From an optimization exercise on the open Yosys and OpenROAD flow, aimed at small area, a short achievable clock period and few clock cycles; shortcuts taken in it are not production practice.
RTL that was checked went through simulation tests only; none was proved equivalent to the original.
Power and IR drop assume default switching activity.

==> flow/design.v (excerpt) <==
module gb_mbc_core (
    input  wire         clk,
    input  wire         rst,
    input  wire         cmd_valid,
    output wire         cmd_ready,
    input  wire [31:0]  cmd_word,
    output wire         res_valid,
    output wire [7:0]   res_status,
    output wire [31:0]  res_value,
    output wire [31:0]  res_aux,
    output wire         res_flag,
    output wire         res_hdr_valid,
    output wire [127:0] res_title,
    output wire [3:0]   res_mbc_type,
    output wire [1:0]   res_warn,
    output wire [15:0]  bus_addr,
    output wire         bus_set,
    output wire         bus_rd,
    output wire         bus_wr,
    output wire         bus_wait,
    output wire [7:0]   bus_wdata,
    input  wire         bus_ack,
    input  wire [7:0]   bus_rdata,
    input  wire         bus_err,
    output wire         out_valid,
    output wire [7:0]   out_data,
    input  wire         out_ready,
    output wire         in_req,
    input  wire         in_ack,
    input  wire [7:0]   in_data,
    input  wire         in_end,
    input  wire         in_fail
);
    localparam [3:0] ST_OK        = 4'h0;
    localparam [3:0] ST_BUSERR    = 4'h1;
    localparam [3:0] ST_UNSUP     = 4'h2;
    localparam [3:0] ST_FILEIO    = 4'h3;
    localparam [3:0] ST_ILLEGAL   = 4'h4;
    localparam [3:0] ST_NOSESSION = 4'h5;
    localparam [3:0] ST_FAULTED   = 4'h6;
    localparam [3:0] ST_ADDRUNSET = 4'h7;
    localparam [3:0] ST_CTRLWR    = 4'h8;
    localparam [3:0] ST_RAMNOTEN  = 4'h9;
    localparam [2:0] FAM_ROMONLY = 3'd0;
    localparam [2:0] FAM_MBC1    = 3'd1;
    localparam [2:0] FAM_MBC2    = 3'd2;
    localparam [2:0] FAM_MBC3    = 3'd3;
    localparam [2:0] FAM_MBC5    = 3'd4;
    localparam [4:0] OP_PARSE_HEADER    = 5'h01;
    localparam [4:0] OP_MAKE_ROM_READER = 5'h02;
    localparam [4:0] OP_ENABLE_RAM      = 5'h03;
    localparam [4:0] OP_DISABLE_RAM     = 5'h04;
    localparam [4:0] OP_SELECT_ROM_BANK = 5'h05;
    localparam [4:0] OP_SELECT_RAM_BANK = 5'h06;
    localparam [4:0] OP_SET_ADDR        = 5'h07;
    localparam [4:0] OP_READ_BYTE       = 5'h08;
    localparam [4:0] OP_WRITE_BYTE      = 5'h09;
    localparam [4:0] OP_ROM_SIZE        = 5'h0A;
    localparam [4:0] OP_ROM_STATUS      = 5'h0B;
  ...
clock: 8.0 ns
lec_check: 0
cap_margin: 20
core_margin: 2
core_utilization: 40
setup_slack_margin: 4.5
slew_margin: 20
run.sh (not shown) runs the stock make flow with config.mk's settings and CLKGATE_MAP_FILE= SYNTH_SCRIPT=/design/flow/synth_recipe.tcl, a recipe that flattens the netlist after the stock synthesis.
Rerun with:
SETUP_SLACK_MARGIN = 5   (was 4.5)
Setup slack gains 0.016 ns.
Power climbs by about 0.9%.
Register-to-register slack gains 0.02 ns.
Cell count climbs by 4.2%.
Synthesized cell count stays the same.
Via count climbs by about 4.7%.
First-iteration DRC count climbs by about 5%.
Rerun with:
CTS_BUF_LIST = sky130_fd_sc_hd__clkbuf_4 sky130_fd_sc_hd__clkbuf_8   (was default)
SETUP_SLACK_MARGIN = 4.5   (was 5)
What happened:
- worst hold slack improves by 0.0034 ns
- sequential power hardly moves
- sequential share of layout area went up by 2.3 points
Rerun with:
==> flow/flow/run.sh (new file) <==
#!/bin/bash
# The standard layout (standard.sh), with one change: the buffers that
# buffer_ports puts on every input and output port are buf_1 cells instead of
# the delay cells it picks by default; timing repair resizes them as needed.
set -euo pipefail
export BUFFER_PORTS_ARGS="-buffer_cell sky130_fd_sc_hd__buf_1"
bash standard.sh > standard.log 2>&1
==> flow/standard.sh (new file) <==
#!/bin/bash
# synth_recipe.tcl (not shown) runs the flow's synth.tcl, then flattens the netlist and writes it again
# the make line also repeats each setting of config.mk as NAME=value (left out here)
make -C /OpenROAD-flow-scripts/flow DESIGN_CONFIG=/design/flow/config.mk WORK_HOME=/design/flow/orfs CLKGATE_MAP_FILE= SYNTH_SCRIPT=/design/flow/synth_recipe.tcl "${@:-finish}"
removed: flow/run.sh
After rerunning: The changed run completed without violations. Wire length shrinks by 0.50%. Fmax shrinks by 0.39%. Clock power barely changes. Setup slack is worse by 0.014 ns. Cell count is lower by 0.35%.
Function was not checked in any run of this note: the RTL went through the layout flow alone.

gb_mbc_core, a different RTL version from the one above (not shown whole).
Size: about 1,700 cells after synthesis, ~310 flip-flops, about 310 I/O pins.
Settings: LEC_CHECK=0, CAP_MARGIN=20, CORE_MARGIN=2, CORE_UTILIZATION=40, CTS_BUF_LIST=sky130_fd_sc_hd__clkbuf_4 sky130_fd_sc_hd__clkbuf_8, CTS_CLUSTER_DIAMETER=60, CTS_CLUSTER_SIZE=15, SETUP_SLACK_MARGIN=4.6, SLEW_MARGIN=20; clock period 8.0 ns.
standard.sh (not shown) runs the stock make flow with config.mk's settings and CLKGATE_MAP_FILE= SYNTH_SCRIPT=/design/flow/synth_recipe.tcl, a recipe that flattens the netlist after the stock synthesis.
==> flow/flow/run.sh <==
#!/bin/bash
# The standard layout (standard.sh), with one change: the buffers that
# buffer_ports puts on every input and output port are buf_1 cells instead of
# the delay cells it picks by default; timing repair resizes them as needed.
set -euo pipefail
export BUFFER_PORTS_ARGS="-buffer_cell sky130_fd_sc_hd__buf_1"
bash standard.sh > standard.log 2>&1
The baseline completed without violations.
Testbench counts at the start, summed over its fixed seeds: cycles 918,856.
Next try:
--- a/flow/config.mk
+++ b/flow/config.mk
@@ -13,3 +13,3 @@
 export CTS_CLUSTER_SIZE = 15
-export SETUP_SLACK_MARGIN = 4.6
+export SETUP_SLACK_MARGIN = 4.7
 export SLEW_MARGIN = 20
The new run completed without violations. Core utilization grows by 1.0 points. Critical path depth climbs by 2. Wire length grows by 3.3%. Total power increases by 1.9%.

## north
Another version of the RTL of gb_mbc_core (not shown whole).
Size: ~2100 cells after synthesis, roughly 340 flip-flops, ~0.021 mm2 of cells after synthesis.
==> flow/design.v (excerpt) <==
module gb_mbc_core (
    input  wire         clk,
    input  wire         rst,
    input  wire         cmd_valid,
    output wire         cmd_ready,
    input  wire [31:0]  cmd_word,
    output wire         res_valid,
    output wire [7:0]   res_status,
    output wire [31:0]  res_value,
    output wire [31:0]  res_aux,
    output wire         res_flag,
    output wire         res_hdr_valid,
    output wire [127:0] res_title,
    output wire [3:0]   res_mbc_type,
    output wire [1:0]   res_warn,
    output wire [15:0]  bus_addr,
    output wire         bus_set,
    output wire         bus_rd,
    output wire         bus_wr,
    output wire         bus_wait,
    output wire [7:0]   bus_wdata,
    input  wire         bus_ack,
    input  wire [7:0]   bus_rdata,
    input  wire         bus_err,
    output wire         out_valid,
    output wire [7:0]   out_data,
    input  wire         out_ready,
    output wire         in_req,
  ...
export LEC_CHECK = 0
export CAP_MARGIN = 20
export CORE_MARGIN = 2
export CORE_UTILIZATION = 40
export SETUP_SLACK_MARGIN = 4.5
export SLEW_MARGIN = 20
create_clock -name core_clock -period 8.0 [get_ports {clk}]
run.sh (not shown) runs the stock make flow with config.mk's settings and CLKGATE_MAP_FILE= SYNTH_SCRIPT=/design/flow/synth_recipe.tcl, a recipe that flattens the netlist after the stock synthesis.
Stock flow here: none of the scripts above is used.
north closes out successfully: all stages finished, all timing, DRC and antenna checks passed.
[inputs] south vs north
# north
export LEC_CHECK = 0
export CAP_MARGIN = 20
export CORE_MARGIN = 2
export CORE_UTILIZATION = 40
export SETUP_SLACK_MARGIN = 4.5
export SLEW_MARGIN = 20
create_clock -name core_clock -period 8.0 [get_ports {clk}]
# south
export LEC_CHECK = 0
export CAP_MARGIN = 20
export CORE_MARGIN = 2
export CORE_UTILIZATION = 40
export SETUP_SLACK_MARGIN = 3.5
export SLEW_MARGIN = 20
create_clock -name core_clock -period 8.0 [get_ports {clk}]
==> comparison <==
Min sequential power across south and north: north
Fraction of final layout cells sized beyond drive strength 1: lower on south
Between south and north, global-route usage is lower for north, south comes in above that.
Compared to north, south shows a narrower setup margin.
Sort south and north by final critical-path required period asc -> top: north
Relative to north, multi-input gate area in the final layout decreased by 1.5% in south.
south against north: total instance count after detailed placement held steady; combinational share of power shrank by 3.3 points; arrival time at the worst endpoint grew by 2.65 ns; buffers inserted during post-CTS setup optimization shrank by 36; total power draw grew by 0.91%.
No functional check of the RTL was part of any run of this note.

afterwards: timing with drivers on the ports:
The flow's constraints put no driver on any port. The routed layouts listed below were extracted and timed again, unchanged, in two steps.
Step 1: set_driving_cell puts a clkbuf_16 on clk and a buf_2 on each other input, an assumption about the parent block.
Step 2, shift: input delay + t, output delay - t, t = (earliest + latest rising clock arrival at the registers) / 2. This alone moves slack from input paths to output paths.
Slacks: ideal ports / drivers / drivers and shift; pairs: ideal ports / drivers.
| run | shift t [ns] | setup WS [ns] | slew at the worst register clock pin (ns) |
|---|---|---|---|
| the first run of note 1 | 0.613 | 4.332 / 4.332 / 3.880 | 0.07 / 0.07 |
| the second run of note 1 | 0.623 | 4.349 / 4.349 / 3.795 | 0.07 / 0.07 |
| the third run of note 1 | 0.704 | 4.333 / 4.333 / 3.818 | 0.07 / 0.07 |
| the fourth run of note 1 | 0.692 | 4.318 / 4.318 / 3.731 | 0.07 / 0.07 |
| the first run of note 2 | 0.693 | 4.617 / 4.617 / 3.991 | 0.10 / 0.10 |
| the second run of note 2 | 0.703 | 4.726 / 4.732 / 4.045 | 0.10 / 0.10 |
| north | 0.625 | 4.491 / 4.435 / 3.923 | 0.07 / 0.07 |
| south | 0.627 | 3.643 / 3.643 / 3.160 | 0.06 / 0.06 |
After both steps setup and hold are still met in every run listed. The setup slack of the second run of note 2, which loses most, moves by +0.006 ns with the drivers and by -0.681 ns with both steps.
